Source: an optimization exercise on an open RTL-to-GDS flow (aim: small area, a short achievable clock period and few clock cycles). Production flows keep margins and buffers that such runs may drop. Only simulation tests tie the RTL to the original design; equivalence was not proved.

==> inputs of run a <==
==> flow/design.v <==
module pmask_rast (
    input  wire        clk,
    input  wire        rst,
    input  wire        reg_en,
    input  wire        reg_we,
    input  wire [1:0]  reg_size,
    input  wire [11:0] reg_addr,
    input  wire [31:0] reg_wdata,
    output reg  [31:0] reg_rdata,
    output reg         reg_err,
    input  wire        mem_en,
    input  wire        mem_we,
    input  wire [1:0]  mem_size,
    input  wire [31:0] mem_addr,
    input  wire [31:0] mem_wdata,
    output reg  [31:0] mem_rdata,
    output reg         mem_err
);
    localparam OP_RASTERIZE = 4'd1;
    localparam OP_CLEAR     = 4'd2;
    localparam OP_DRAW_RECT = 4'd3;
    localparam ERR_NONE     = 2'd0;
    localparam ERR_SIZE     = 2'd1;
    localparam ERR_RECT     = 2'd2;
    localparam ERR_ILLEGAL  = 2'd3;
    reg [15:0] canvas_w, canvas_h, rect_x, rect_y, rect_w, rect_h;
    reg        busy, done, ovr;
    reg [1:0]  err;
    reg [2047:0] m;
    wire        reg_ok    = (reg_size == 2'd2) && (reg_addr[1:0] == 2'b00);
    wire [9:0]  reg_idx   = reg_addr[11:2];
    wire        reg_wr    = reg_en && reg_we && reg_ok;
    wire        cmd_wr    = reg_wr && (reg_idx == 10'd0);
    wire        status_wr = reg_wr && (reg_idx == 10'd1);
    wire        opnd_wr   = reg_wr && (reg_idx[9:3] == 7'd0) &&
                            (reg_idx[2:0] >= 3'd2) && (reg_idx[2:0] <= 3'd6);
    wire [13:0] cur_pitch = canvas_w[15:3] + {13'd0, canvas_w[2:0] != 3'd0};
    wire [31:0] status_val = {24'd0, 2'b00, err, 1'b0, ovr, done, busy};
    reg [31:0] reg_read_val;
    always @(*) begin
        case (reg_idx)
            10'd1:   reg_read_val = status_val;
            10'd2:   reg_read_val = {16'd0, canvas_w};
            10'd3:   reg_read_val = {16'd0, canvas_h};
            10'd4:   reg_read_val = {16'd0, rect_x};
            10'd5:   reg_read_val = {16'd0, rect_y};
            10'd6:   reg_read_val = {16'd0, rect_w};
            10'd7:   reg_read_val = {16'd0, rect_h};
            10'd8:   reg_read_val = {18'd0, cur_pitch};
            10'd9:   reg_read_val = 32'd256;
            default: reg_read_val = 32'd0;
        endcase
    end
    wire [15:0] cw_n = (reg_wr && reg_idx == 10'd2) ? reg_wdata[15:0] : canvas_w;
    wire [15:0] ch_n = (reg_wr && reg_idx == 10'd3) ? reg_wdata[15:0] : canvas_h;
    wire [15:0] x_n  = (reg_wr && reg_idx == 10'd4) ? reg_wdata[15:0] : rect_x;
    wire [15:0] y_n  = (reg_wr && reg_idx == 10'd5) ? reg_wdata[15:0] : rect_y;
    wire [15:0] w_n  = (reg_wr && reg_idx == 10'd6) ? reg_wdata[15:0] : rect_w;
    wire [15:0] h_n  = (reg_wr && reg_idx == 10'd7) ? reg_wdata[15:0] : rect_h;
    wire [13:0] pitch_n  = cw_n[15:3] + {13'd0, cw_n[2:0] != 3'd0};
    wire [16:0] bottom_n = {1'b0, y_n} + {1'b0, h_n};
    wire signed [17:0] right_n = {{2{x_n[15]}}, x_n} + $signed({2'b00, w_n});
    reg [8:0]  px;         
    reg        pbig;       
    reg        pz;         
    reg        y_bad;      
    reg        x_bad;      
    always @(posedge clk) begin
        if (rst) begin
            px    <= 9'd0;
            pbig  <= 1'b0;
            pz    <= 1'b1;
            y_bad <= 1'b1;
            x_bad <= 1'b0;
        end else begin
            px    <= pitch_n[8:0];
            pbig  <= pitch_n > 14'd256;
            pz    <= pitch_n == 14'd0;
            y_bad <= (h_n == 16'd0) || (bottom_n > {1'b0, ch_n});
            x_bad <= right_n > $signed({2'b00, cw_n});
        end
    end
    wire [3:0]  cmd_op   = reg_wdata[3:0];
    wire        op_legal = (cmd_op == OP_RASTERIZE) || (cmd_op == OP_CLEAR) ||
                           (cmd_op == OP_DRAW_RECT);
    wire        op_draws = cmd_op[0];
    wire        h_big    = canvas_h > 16'd256;
    wire [17:0] small_prod = px * canvas_h[8:0];
    wire        too_big  = !pz && (canvas_h != 16'd0) &&
                           (pbig || h_big || (small_prod > 18'd256));
    wire signed [17:0] right_x = {{2{rect_x[15]}}, rect_x} + $signed({2'b00, rect_w});
    wire signed [17:0] left_x  = rect_x[15] ? 18'sd0 : $signed({2'b00, rect_x});
    reg [1:0] issue_err;
    always @(*) begin
        if (!op_legal)
            issue_err = ERR_ILLEGAL;
        else if (too_big)
            issue_err = ERR_SIZE;
        else if (op_draws && (y_bad || x_bad))
            issue_err = ERR_RECT;
        else
            issue_err = ERR_NONE;
    end
    wire issue  = cmd_wr && !busy;
    wire accept = issue && (issue_err == ERR_NONE);
    reg        drawing;
    reg        fresh;
    reg [8:0]  p_q;        
    reg [8:0]  tot_q;      
    reg        tb_q;       
    reg [7:0]  lb_q;       
    reg [7:0]  le_q;       
    reg [2:0]  lob_q;      
    reg [2:0]  hib_q;      
    reg        span_q;     
    reg [7:0]  n0_q;       
    wire [17:0] right_m1 = right_x - 18'sd1;
    always @(posedge clk) begin
        if (!drawing) begin
            p_q    <= px;
            tot_q  <= small_prod[8:0];
            tb_q   <= too_big;
            lb_q   <= left_x[10:3];
            le_q   <= right_m1[10:3];
            lob_q  <= left_x[2:0];
            hib_q  <= right_m1[2:0];
            span_q <= right_x > left_x;
            n0_q   <= rect_y[7:0] * px[7:0] + left_x[10:3];
        end
    end
    reg        st_pend;
    reg        l_clr, l_drw;
    reg [8:0]  l_h;
    wire ok_fast  = op_legal && !tb_q && (!op_draws || !(y_bad || x_bad));
    wire go_now   = issue && fresh && ok_fast;
    wire go       = go_now || st_pend;
    wire g_clr    = go_now ? (cmd_op != OP_DRAW_RECT) : l_clr;
    wire g_drw    = (go_now ? op_draws : l_drw) && span_q;
    wire clr_go   = go && g_clr;
    wire [8:0] g_h = go_now ? rect_h[8:0] : l_h;
    reg        narrow;     
    reg [5:0]  w;          
    reg [7:0]  s_a;        
    reg [7:0]  e_a;        
    reg [8:0]  rows;       
    reg [1:0]  ph;         
    wire [7:0] lomask = 8'hFF << lob_q;
    wire [7:0] himask = 8'hFF >> (3'd7 - hib_q);
    wire at_s = w == s_a[7:2];
    wire at_e = w == e_a[7:2];
    reg [31:0] dmask;
    reg [3:0]  dlane;
    reg [1:0]  col;
    reg        lo_ok, hi_ok, c_ok, lo_e, hi_e;
    reg [7:0]  mk;
    integer k;
    always @(*) begin
        for (k = 0; k < 4; k = k + 1) begin
            lo_ok = !at_s || (k[1:0] >= s_a[1:0]);
            hi_ok = !at_e || (k[1:0] <= e_a[1:0]);
            if (p_q[1:0] == 2'd1)
                col = 2'd0;
            else if (p_q[1:0] == 2'd2)
                col = {1'b0, k[0]};
            else
                col = (ph + k[1:0]) % 3;
            if (narrow) begin
                c_ok = (col >= lb_q[1:0]) && (col <= le_q[1:0]);
                lo_e = col == lb_q[1:0];
                hi_e = col == le_q[1:0];
            end else begin
                c_ok = 1'b1;
                lo_e = at_s && (k[1:0] == s_a[1:0]);
                hi_e = at_e && (k[1:0] == e_a[1:0]);
            end
            if (lo_ok && hi_ok && c_ok)
                mk = (lo_e ? lomask : 8'hFF) & (hi_e ? himask : 8'hFF);
            else
                mk = 8'h00;
            dmask[8*k +: 8] = mk;
            dlane[k]        = mk != 8'h00;
        end
    end
    wire       last_row = narrow || (rows == 9'd1);
    wire [7:0] s_nx     = s_a + p_q[7:0];
    wire [7:0] e_nx     = e_a + p_q[7:0];
    wire [7:0] hm1      = g_h[7:0] - 8'd1;
    wire [7:0] hp       = (p_q[1:0] == 2'd3) ? {hm1[6:0], 1'b0} + hm1 :
                          (p_q[1:0] == 2'd2) ? {hm1[6:0], 1'b0} : hm1;
    wire [7:0] e_row0   = n0_q + le_q - lb_q;
    wire [7:0] z_nar    = e_row0 + hp;
    wire [1:0] ph0      = n0_q[7:2] % 3;
    wire mem_ok = !busy && (mem_addr[31:8] == 24'd0) &&
                  ((mem_size == 2'd0) || ((mem_size == 2'd2) && (mem_addr[1:0] == 2'b00)));
    wire host_we = mem_en && mem_we && mem_ok;
    wire [5:0]  ra    = drawing ? w : mem_addr[7:2];
    wire [31:0] rword = m[32*ra +: 32];
    wire [31:0] wbus  = drawing ? (rword | dmask) :
                        (busy || !mem_en) ? 32'd0 :
                        (mem_size == 2'd2) ? mem_wdata : {4{mem_wdata[7:0]}};
    wire [3:0]  wlane = drawing ? dlane :
                        (mem_size == 2'd2) ? 4'hF : (4'h1 << mem_addr[1:0]);
    wire        wen   = drawing || host_we;
    reg [15:0] lt_hi, eq_hi, lt_lo;
    integer i;
    always @(*) begin
        for (i = 0; i < 16; i = i + 1) begin
            lt_hi[i] = clr_go && (i < tot_q[8:4]);
            eq_hi[i] = clr_go && (i == tot_q[8:4]);
            lt_lo[i] = i < tot_q[3:0];
        end
    end
    wire [63:0] wsel = {63'd0, wen} << ra;
    genvar a;
    generate
        for (a = 0; a < 256; a = a + 1) begin : g_byte
            wire clr_b = lt_hi[a / 16] || (eq_hi[a / 16] && lt_lo[a % 16]);
            wire wr_b  = wsel[a / 4] && wlane[a % 4];
            always @(posedge clk)
                if (clr_b || wr_b)
                    m[8*a +: 8] <= wbus[8*(a % 4) +: 8];
        end
    endgenerate
    always @(posedge clk) begin
        mem_err   <= !mem_ok;
        mem_rdata <= (mem_size == 2'd2) ? rword : {24'd0, rword[8*mem_addr[1:0] +: 8]};
    end
    always @(posedge clk) begin
        reg_err   <= !reg_ok;
        reg_rdata <= reg_read_val;
    end
    always @(posedge clk) begin
        if (rst) begin
            canvas_w <= 16'd0;
            canvas_h <= 16'd0;
            rect_x   <= 16'd0;
            rect_y   <= 16'd0;
            rect_w   <= 16'd0;
            rect_h   <= 16'd0;
            busy     <= 1'b0;
            done     <= 1'b0;
            ovr      <= 1'b0;
            err      <= ERR_NONE;
            st_pend  <= 1'b0;
            drawing  <= 1'b0;
            fresh    <= 1'b0;
        end else begin
            fresh <= !drawing && !opnd_wr;
            if (reg_wr) begin
                case (reg_idx)
                    10'd2: canvas_w <= reg_wdata[15:0];
                    10'd3: canvas_h <= reg_wdata[15:0];
                    10'd4: rect_x   <= reg_wdata[15:0];
                    10'd5: rect_y   <= reg_wdata[15:0];
                    10'd6: rect_w   <= reg_wdata[15:0];
                    10'd7: rect_h   <= reg_wdata[15:0];
                    default: ;
                endcase
            end
            if (status_wr) begin
                if (reg_wdata[1]) done <= 1'b0;
                if (reg_wdata[2]) ovr  <= 1'b0;
            end
            if (cmd_wr && busy)
                ovr <= 1'b1;
            if (issue) begin
                err   <= issue_err;
                l_clr <= cmd_op != OP_DRAW_RECT;
                l_drw <= op_draws;
                l_h   <= rect_h[8:0];
                if (accept) begin
                    busy    <= 1'b1;
                    done    <= 1'b0;
                    st_pend <= !fresh;
                end else begin
                    done    <= 1'b1;
                end
            end
            if (go) begin
                st_pend <= 1'b0;
                if (g_drw) begin
                    drawing <= 1'b1;
                    narrow  <= p_q[8:2] == 7'd0;
                    w       <= n0_q[7:2];
                    s_a     <= n0_q;
                    e_a     <= (p_q[8:2] == 7'd0) ? z_nar : e_row0;
                    rows    <= g_h;
                    ph      <= ph0;
                end else begin
                    busy <= 1'b0;
                    done <= 1'b1;
                end
            end
            if (drawing) begin
                if (at_e) begin
                    if (last_row) begin
                        drawing <= 1'b0;
                        busy    <= 1'b0;
                        done    <= 1'b1;
                    end else begin
                        w    <= s_nx[7:2];
                        s_a  <= s_nx;
                        e_a  <= e_nx;
                        rows <= rows - 9'd1;
                    end
                end else begin
                    w  <= w + 6'd1;
                    ph <= (ph == 2'd2) ? 2'd0 : ph + 2'd1;
                end
            end
        end
    end
endmodule
==> flow/run.sh <==
#!/bin/bash
# synth_recipe.tcl (not shown) runs the flow's synth.tcl, then flattens the netlist and writes it again
# the make line also repeats each setting of config.mk as NAME=value (left out here)
make -C /OpenROAD-flow-scripts/flow DESIGN_CONFIG=/design/flow/config.mk WORK_HOME=/design/flow/orfs CLKGATE_MAP_FILE= SYNTH_SCRIPT=/design/flow/synth_recipe.tcl finish
==> flow/config.mk <==
export PLATFORM = sky130hd
export DESIGN_NAME = pmask_rast
export DESIGN_NICKNAME = pmask_rast
export VERILOG_FILES = /design/flow/design.v
export SDC_FILE = /design/flow/constraint.sdc
export NUM_CORES = 4
export LEC_CHECK = 0
export CAP_MARGIN = 20
export CORE_MARGIN = 2
export CORE_UTILIZATION = 40
export SETUP_SLACK_MARGIN = 5
export SLEW_MARGIN = 20
export TNS_END_PERCENT = 5
==> flow/constraint.sdc <==
create_clock -name core_clock -period 10.0 [get_ports {clk}]
set_input_delay 2.0000 -clock core_clock [delete_from_list [all_inputs] [get_ports {clk}]]
set_output_delay 2.0000 -clock core_clock [all_outputs]
set_load 0.01 [all_outputs]
==> inputs of run b, as changes to run a <==
--- a/flow/design.v
+++ b/flow/design.v
@@ -25,2 +25,40 @@
     localparam ERR_ILLEGAL  = 2'd3;
+    function [8:0] div256;
+        input [8:0] v;
+        begin
+            div256 = (v == 9'd0) ? 9'd0 :
+                     (v <= 9'd1) ? 9'd256 :
+                     (v <= 9'd2) ? 9'd128 :
+                     (v <= 9'd3) ? 9'd85 :
+                     (v <= 9'd4) ? 9'd64 :
+                     (v <= 9'd5) ? 9'd51 :
+                     (v <= 9'd6) ? 9'd42 :
+                     (v <= 9'd7) ? 9'd36 :
+                     (v <= 9'd8) ? 9'd32 :
+                     (v <= 9'd9) ? 9'd28 :
+                     (v <= 9'd10) ? 9'd25 :
+                     (v <= 9'd11) ? 9'd23 :
+                     (v <= 9'd12) ? 9'd21 :
+                     (v <= 9'd13) ? 9'd19 :
+                     (v <= 9'd14) ? 9'd18 :
+                     (v <= 9'd15) ? 9'd17 :
+                     (v <= 9'd16) ? 9'd16 :
+                     (v <= 9'd17) ? 9'd15 :
+                     (v <= 9'd18) ? 9'd14 :
+                     (v <= 9'd19) ? 9'd13 :
+                     (v <= 9'd21) ? 9'd12 :
+                     (v <= 9'd23) ? 9'd11 :
+                     (v <= 9'd25) ? 9'd10 :
+                     (v <= 9'd28) ? 9'd9 :
+                     (v <= 9'd32) ? 9'd8 :
+                     (v <= 9'd36) ? 9'd7 :
+                     (v <= 9'd42) ? 9'd6 :
+                     (v <= 9'd51) ? 9'd5 :
+                     (v <= 9'd64) ? 9'd4 :
+                     (v <= 9'd85) ? 9'd3 :
+                     (v <= 9'd128) ? 9'd2 :
+                     (v <= 9'd256) ? 9'd1 :
+                     9'd0;
+        end
+    endfunction
     reg [15:0] canvas_w, canvas_h, rect_x, rect_y, rect_w, rect_h;
@@ -54,10 +92,2 @@
     wire [15:0] cw_n = (reg_wr && reg_idx == 10'd2) ? reg_wdata[15:0] : canvas_w;
-    wire [15:0] ch_n = (reg_wr && reg_idx == 10'd3) ? reg_wdata[15:0] : canvas_h;
-    wire [15:0] x_n  = (reg_wr && reg_idx == 10'd4) ? reg_wdata[15:0] : rect_x;
-    wire [15:0] y_n  = (reg_wr && reg_idx == 10'd5) ? reg_wdata[15:0] : rect_y;
-    wire [15:0] w_n  = (reg_wr && reg_idx == 10'd6) ? reg_wdata[15:0] : rect_w;
-    wire [15:0] h_n  = (reg_wr && reg_idx == 10'd7) ? reg_wdata[15:0] : rect_h;
-    wire [13:0] pitch_n  = cw_n[15:3] + {13'd0, cw_n[2:0] != 3'd0};
-    wire [16:0] bottom_n = {1'b0, y_n} + {1'b0, h_n};
-    wire signed [17:0] right_n = {{2{x_n[15]}}, x_n} + $signed({2'b00, w_n});
     reg [8:0]  px;         
@@ -65,4 +95,2 @@
     reg        pz;         
-    reg        y_bad;      
-    reg        x_bad;      
     always @(posedge clk) begin
@@ -72,10 +100,6 @@
             pz    <= 1'b1;
-            y_bad <= 1'b1;
-            x_bad <= 1'b0;
         end else begin
-            px    <= pitch_n[8:0];
-            pbig  <= pitch_n > 14'd256;
-            pz    <= pitch_n == 14'd0;
-            y_bad <= (h_n == 16'd0) || (bottom_n > {1'b0, ch_n});
-            x_bad <= right_n > $signed({2'b00, cw_n});
+            px    <= cw_n[11:3] + {8'd0, cw_n[2:0] != 3'd0};
+            pbig  <= cw_n > 16'd2048;
+            pz    <= cw_n == 16'd0;
         end
@@ -86,8 +110,19 @@
     wire        op_draws = cmd_op[0];
+    reg        cw_wr1;     
+    reg [8:0]  qp_q;       
+    reg [8:0]  qh_q;       
+    always @(posedge clk) begin
+        cw_wr1 <= reg_wr && (reg_idx == 10'd2);
+        qp_q   <= div256(px);
+        qh_q   <= div256(canvas_h[8:0]);
+    end
     wire        h_big    = canvas_h > 16'd256;
-    wire [17:0] small_prod = px * canvas_h[8:0];
-    wire        too_big  = !pz && (canvas_h != 16'd0) &&
-                           (pbig || h_big || (small_prod > 18'd256));
+    wire        prod_big = cw_wr1 ? (px > qh_q) : (canvas_h[8:0] > qp_q);
+    wire        too_big  = !pz && (canvas_h != 16'd0) && (pbig || h_big || prod_big);
+    wire [8:0]  small_prod = px * canvas_h[8:0];
     wire signed [17:0] right_x = {{2{rect_x[15]}}, rect_x} + $signed({2'b00, rect_w});
     wire signed [17:0] left_x  = rect_x[15] ? 18'sd0 : $signed({2'b00, rect_x});
+    wire [16:0] bottom   = {1'b0, rect_y} + {1'b0, rect_h};
+    wire        y_bad    = (rect_h == 16'd0) || (bottom > {1'b0, canvas_h});
+    wire        x_bad    = right_x > $signed({2'b00, canvas_w});
     reg [1:0] issue_err;
@@ -109,3 +144,2 @@
     reg [8:0]  tot_q;      
-    reg        tb_q;       
     reg [7:0]  lb_q;       
@@ -121,3 +155,2 @@
             tot_q  <= small_prod[8:0];
-            tb_q   <= too_big;
             lb_q   <= left_x[10:3];
@@ -133,3 +166,3 @@
     reg [8:0]  l_h;
-    wire ok_fast  = op_legal && !tb_q && (!op_draws || !(y_bad || x_bad));
+    wire ok_fast  = op_legal && !too_big && (!op_draws || !(y_bad || x_bad));
     wire go_now   = issue && fresh && ok_fast;
@@ -139,3 +172,3 @@
     wire clr_go   = go && g_clr;
-    wire [8:0] g_h = go_now ? rect_h[8:0] : l_h;
+    wire [8:0] g_h = st_pend ? l_h : rect_h[8:0];
     reg        narrow;     
@@ -195,10 +228,16 @@
     wire host_we = mem_en && mem_we && mem_ok;
+    reg         wv_q;      
+    reg  [5:0]  ww_q;      
+    reg  [31:0] wm_q;      
+    reg  [3:0]  wl_q;      
     wire [5:0]  ra    = drawing ? w : mem_addr[7:2];
     wire [31:0] rword = m[32*ra +: 32];
-    wire [31:0] wbus  = drawing ? (rword | dmask) :
+    wire [31:0] eng_d = mem_rdata | wm_q;
+    wire [31:0] wbus  = wv_q ? eng_d :
                         (busy || !mem_en) ? 32'd0 :
                         (mem_size == 2'd2) ? mem_wdata : {4{mem_wdata[7:0]}};
-    wire [3:0]  wlane = drawing ? dlane :
+    wire [3:0]  wlane = wv_q ? wl_q :
                         (mem_size == 2'd2) ? 4'hF : (4'h1 << mem_addr[1:0]);
-    wire        wen   = drawing || host_we;
+    wire [5:0]  wa    = wv_q ? ww_q : mem_addr[7:2];
+    wire        wen   = wv_q || host_we;
     reg [15:0] lt_hi, eq_hi, lt_lo;
@@ -212,3 +251,3 @@
     end
-    wire [63:0] wsel = {63'd0, wen} << ra;
+    wire [63:0] wsel = {63'd0, wen} << wa;
     genvar a;
@@ -224,4 +263,16 @@
     always @(posedge clk) begin
-        mem_err   <= !mem_ok;
-        mem_rdata <= (mem_size == 2'd2) ? rword : {24'd0, rword[8*mem_addr[1:0] +: 8]};
+        mem_err <= !mem_ok;
+        if (drawing)
+            mem_rdata <= rword;
+        else
+            mem_rdata <= (mem_size == 2'd2) ? rword : {24'd0, rword[8*mem_addr[1:0] +: 8]};
+    end
+    always @(posedge clk) begin
+        ww_q <= w;
+        wm_q <= dmask;
+        wl_q <= dlane;
+        if (rst)
+            wv_q <= 1'b0;
+        else
+            wv_q <= drawing;
     end
@@ -293,2 +344,6 @@
             end
+            if (wv_q && !drawing) begin
+                busy <= 1'b0;
+                done <= 1'b1;
+            end
             if (drawing) begin
@@ -297,4 +352,2 @@
                         drawing <= 1'b0;
-                        busy    <= 1'b0;
-                        done    <= 1'b1;
                     end else begin
Settings changed: CORE_UTILIZATION 40 to 55.
==> inputs of run c, as changes to run a <==
--- a/flow/design.v
+++ b/flow/design.v
@@ -36,3 +36,4 @@
                             (reg_idx[2:0] >= 3'd2) && (reg_idx[2:0] <= 3'd6);
-    wire [13:0] cur_pitch = canvas_w[15:3] + {13'd0, canvas_w[2:0] != 3'd0};
+    wire [16:0] cw_plus7  = {1'b0, canvas_w} + 17'd7;
+    wire [13:0] cur_pitch = cw_plus7[16:3];
     wire [31:0] status_val = {24'd0, 2'b00, err, 1'b0, ovr, done, busy};
@@ -53,31 +54,2 @@
     end
-    wire [15:0] cw_n = (reg_wr && reg_idx == 10'd2) ? reg_wdata[15:0] : canvas_w;
-    wire [15:0] ch_n = (reg_wr && reg_idx == 10'd3) ? reg_wdata[15:0] : canvas_h;
-    wire [15:0] x_n  = (reg_wr && reg_idx == 10'd4) ? reg_wdata[15:0] : rect_x;
-    wire [15:0] y_n  = (reg_wr && reg_idx == 10'd5) ? reg_wdata[15:0] : rect_y;
-    wire [15:0] w_n  = (reg_wr && reg_idx == 10'd6) ? reg_wdata[15:0] : rect_w;
-    wire [15:0] h_n  = (reg_wr && reg_idx == 10'd7) ? reg_wdata[15:0] : rect_h;
-    wire [13:0] pitch_n  = cw_n[15:3] + {13'd0, cw_n[2:0] != 3'd0};
-    wire [16:0] bottom_n = {1'b0, y_n} + {1'b0, h_n};
-    wire signed [17:0] right_n = {{2{x_n[15]}}, x_n} + $signed({2'b00, w_n});
-    reg [8:0]  px;         
-    reg        pbig;       
-    reg        pz;         
-    reg        y_bad;      
-    reg        x_bad;      
-    always @(posedge clk) begin
-        if (rst) begin
-            px    <= 9'd0;
-            pbig  <= 1'b0;
-            pz    <= 1'b1;
-            y_bad <= 1'b1;
-            x_bad <= 1'b0;
-        end else begin
-            px    <= pitch_n[8:0];
-            pbig  <= pitch_n > 14'd256;
-            pz    <= pitch_n == 14'd0;
-            y_bad <= (h_n == 16'd0) || (bottom_n > {1'b0, ch_n});
-            x_bad <= right_n > $signed({2'b00, cw_n});
-        end
-    end
     wire [3:0]  cmd_op   = reg_wdata[3:0];
@@ -86,8 +58,12 @@
     wire        op_draws = cmd_op[0];
+    wire        p_big    = cur_pitch > 14'd256;
     wire        h_big    = canvas_h > 16'd256;
-    wire [17:0] small_prod = px * canvas_h[8:0];
-    wire        too_big  = !pz && (canvas_h != 16'd0) &&
-                           (pbig || h_big || (small_prod > 18'd256));
+    wire [17:0] small_prod = cur_pitch[8:0] * canvas_h[8:0];
+    wire        too_big  = (cur_pitch != 14'd0) && (canvas_h != 16'd0) &&
+                           (p_big || h_big || (small_prod > 18'd256));
+    wire [16:0] bottom   = {1'b0, rect_y} + {1'b0, rect_h};
+    wire        y_bad    = (rect_h == 16'd0) || (bottom > {1'b0, canvas_h});
     wire signed [17:0] right_x = {{2{rect_x[15]}}, rect_x} + $signed({2'b00, rect_w});
     wire signed [17:0] left_x  = rect_x[15] ? 18'sd0 : $signed({2'b00, rect_x});
+    wire        x_bad    = right_x > $signed({2'b00, canvas_w});
     reg [1:0] issue_err;
@@ -109,3 +85,2 @@
     reg [8:0]  tot_q;      
-    reg        tb_q;       
     reg [7:0]  lb_q;       
@@ -116,8 +91,12 @@
     reg [7:0]  n0_q;       
+    reg [7:0]  e0_q;       
+    reg [1:0]  ph0_q;      
+    reg        tb_q;       
+    reg        xb_q;       
     wire [17:0] right_m1 = right_x - 18'sd1;
+    wire [7:0]  n0       = rect_y[7:0] * cur_pitch[7:0] + left_x[10:3];
     always @(posedge clk) begin
         if (!drawing) begin
-            p_q    <= px;
+            p_q    <= cur_pitch[8:0];
             tot_q  <= small_prod[8:0];
-            tb_q   <= too_big;
             lb_q   <= left_x[10:3];
@@ -127,3 +106,7 @@
             span_q <= right_x > left_x;
-            n0_q   <= rect_y[7:0] * px[7:0] + left_x[10:3];
+            n0_q   <= n0;
+            e0_q   <= n0 + right_m1[10:3] - left_x[10:3];
+            ph0_q  <= n0[7:2] % 3;
+            tb_q   <= too_big;
+            xb_q   <= x_bad;
         end
@@ -133,3 +116,3 @@
     reg [8:0]  l_h;
-    wire ok_fast  = op_legal && !tb_q && (!op_draws || !(y_bad || x_bad));
+    wire ok_fast  = op_legal && !tb_q && (!op_draws || !(y_bad || xb_q));
     wire go_now   = issue && fresh && ok_fast;
@@ -186,8 +169,5 @@
     wire [7:0] e_nx     = e_a + p_q[7:0];
-    wire [7:0] hm1      = g_h[7:0] - 8'd1;
-    wire [7:0] hp       = (p_q[1:0] == 2'd3) ? {hm1[6:0], 1'b0} + hm1 :
-                          (p_q[1:0] == 2'd2) ? {hm1[6:0], 1'b0} : hm1;
-    wire [7:0] e_row0   = n0_q + le_q - lb_q;
-    wire [7:0] z_nar    = e_row0 + hp;
-    wire [1:0] ph0      = n0_q[7:2] % 3;
+    wire [8:0] ylast    = rect_y[8:0] + g_h - 9'd1;
+    wire [7:0] z_nar    = ((p_q[1:0] == 2'd3) ? {ylast[6:0], 1'b0} + ylast[7:0] :
+                           (p_q[1:0] == 2'd2) ? {ylast[6:0], 1'b0} : ylast[7:0]) + le_q;
     wire mem_ok = !busy && (mem_addr[31:8] == 24'd0) &&
@@ -197,4 +177,4 @@
     wire [31:0] rword = m[32*ra +: 32];
-    wire [31:0] wbus  = drawing ? (rword | dmask) :
-                        (busy || !mem_en) ? 32'd0 :
+    wire [31:0] wbus  = clr_go  ? 32'd0 :
+                        drawing ? (rword | dmask) :
                         (mem_size == 2'd2) ? mem_wdata : {4{mem_wdata[7:0]}};
@@ -285,5 +265,5 @@
                     s_a     <= n0_q;
-                    e_a     <= (p_q[8:2] == 7'd0) ? z_nar : e_row0;
+                    e_a     <= (p_q[8:2] == 7'd0) ? z_nar : e0_q;
                     rows    <= g_h;
-                    ph      <= ph0;
+                    ph      <= ph0_q;
                 end else begin
Settings changed: SETUP_SLACK_MARGIN 5 to default, TNS_END_PERCENT 5 to default.
==> summary of the runs <==
- Of run b and run c, run b has the higher flip-flop and latch count (gap 67).
- Worst setup slack: run b > run a > run c.
- The highest via count belongs to run b, the lowest to run c.
- Cell count, highest first: run a, run c, run b.
- Core utilization: run c < run a < run b.
- Run b ran to the end with no violations. Run a finished with timing, DRC and antenna clean. Run c ran to the end with no violations.
==> figures <==
metric	run a	run b	run c
Outcome	complete, no violations	complete, no violations	complete, no violations
Core box area	259200 sq um	190600 sq um	254400 sq um
Share of cell area taken by flip-flops and latches	55.53%	55.89%	57.53%
XOR/XNOR Fraction of Synth Area	1.178%	1.226%	1.144%
Reg-to-Reg End	m[389]	m[284]	ph0_q[1]
GR met1 Demand/Resource	31.64%	44.99%	31.44%
CP startpoint kind	input port	input port	flip-flop
Initial antenna violation count	12	17	14
Count of inverters other than clock inverters in the layout	213	223	242
Global-route met2 utilization	39.04%	51.80%	36.99%
Flop2flop setup slack	4230 ps	4530 ps	840 ps
Testbench counts of run a, summed over its fixed seeds: cycles 31,719.
Testbench counts of run b, summed over its fixed seeds: cycles 32,090.
Testbench counts of run c, summed over its fixed seeds: cycles 31,719.

[afterwards: timing with drivers on the ports]
How much do the figures lean on ideal ports? The routed layouts below were timed once more, with nothing changed but the port constraints. Step 1 assumes that a clkbuf_16 drives the clock port and a buf_2 every other input. Step 2 also shifts input and output timing later by t, the mid clock arrival at the registers, as if the neighbouring blocks saw the same clock. a / b / c = no drivers / after step 1 / after step 2; a / b = the first two.
run	shift t [ns]	setup WS [ns]	worst setup path at the end	pins driven straight from the clock port
run a	0.976	3.666 / 3.736 / 2.760	input to register	1
run b	0.964	4.453 / 4.473 / 3.510	input to register	1
run c	0.963	0.844 / 0.844 / 0.844	register to register	1
After both steps every run listed still meets setup and hold. The setup slack of run b, which loses most, moves by +0.020 ns with the drivers and by -0.943 ns with both steps.
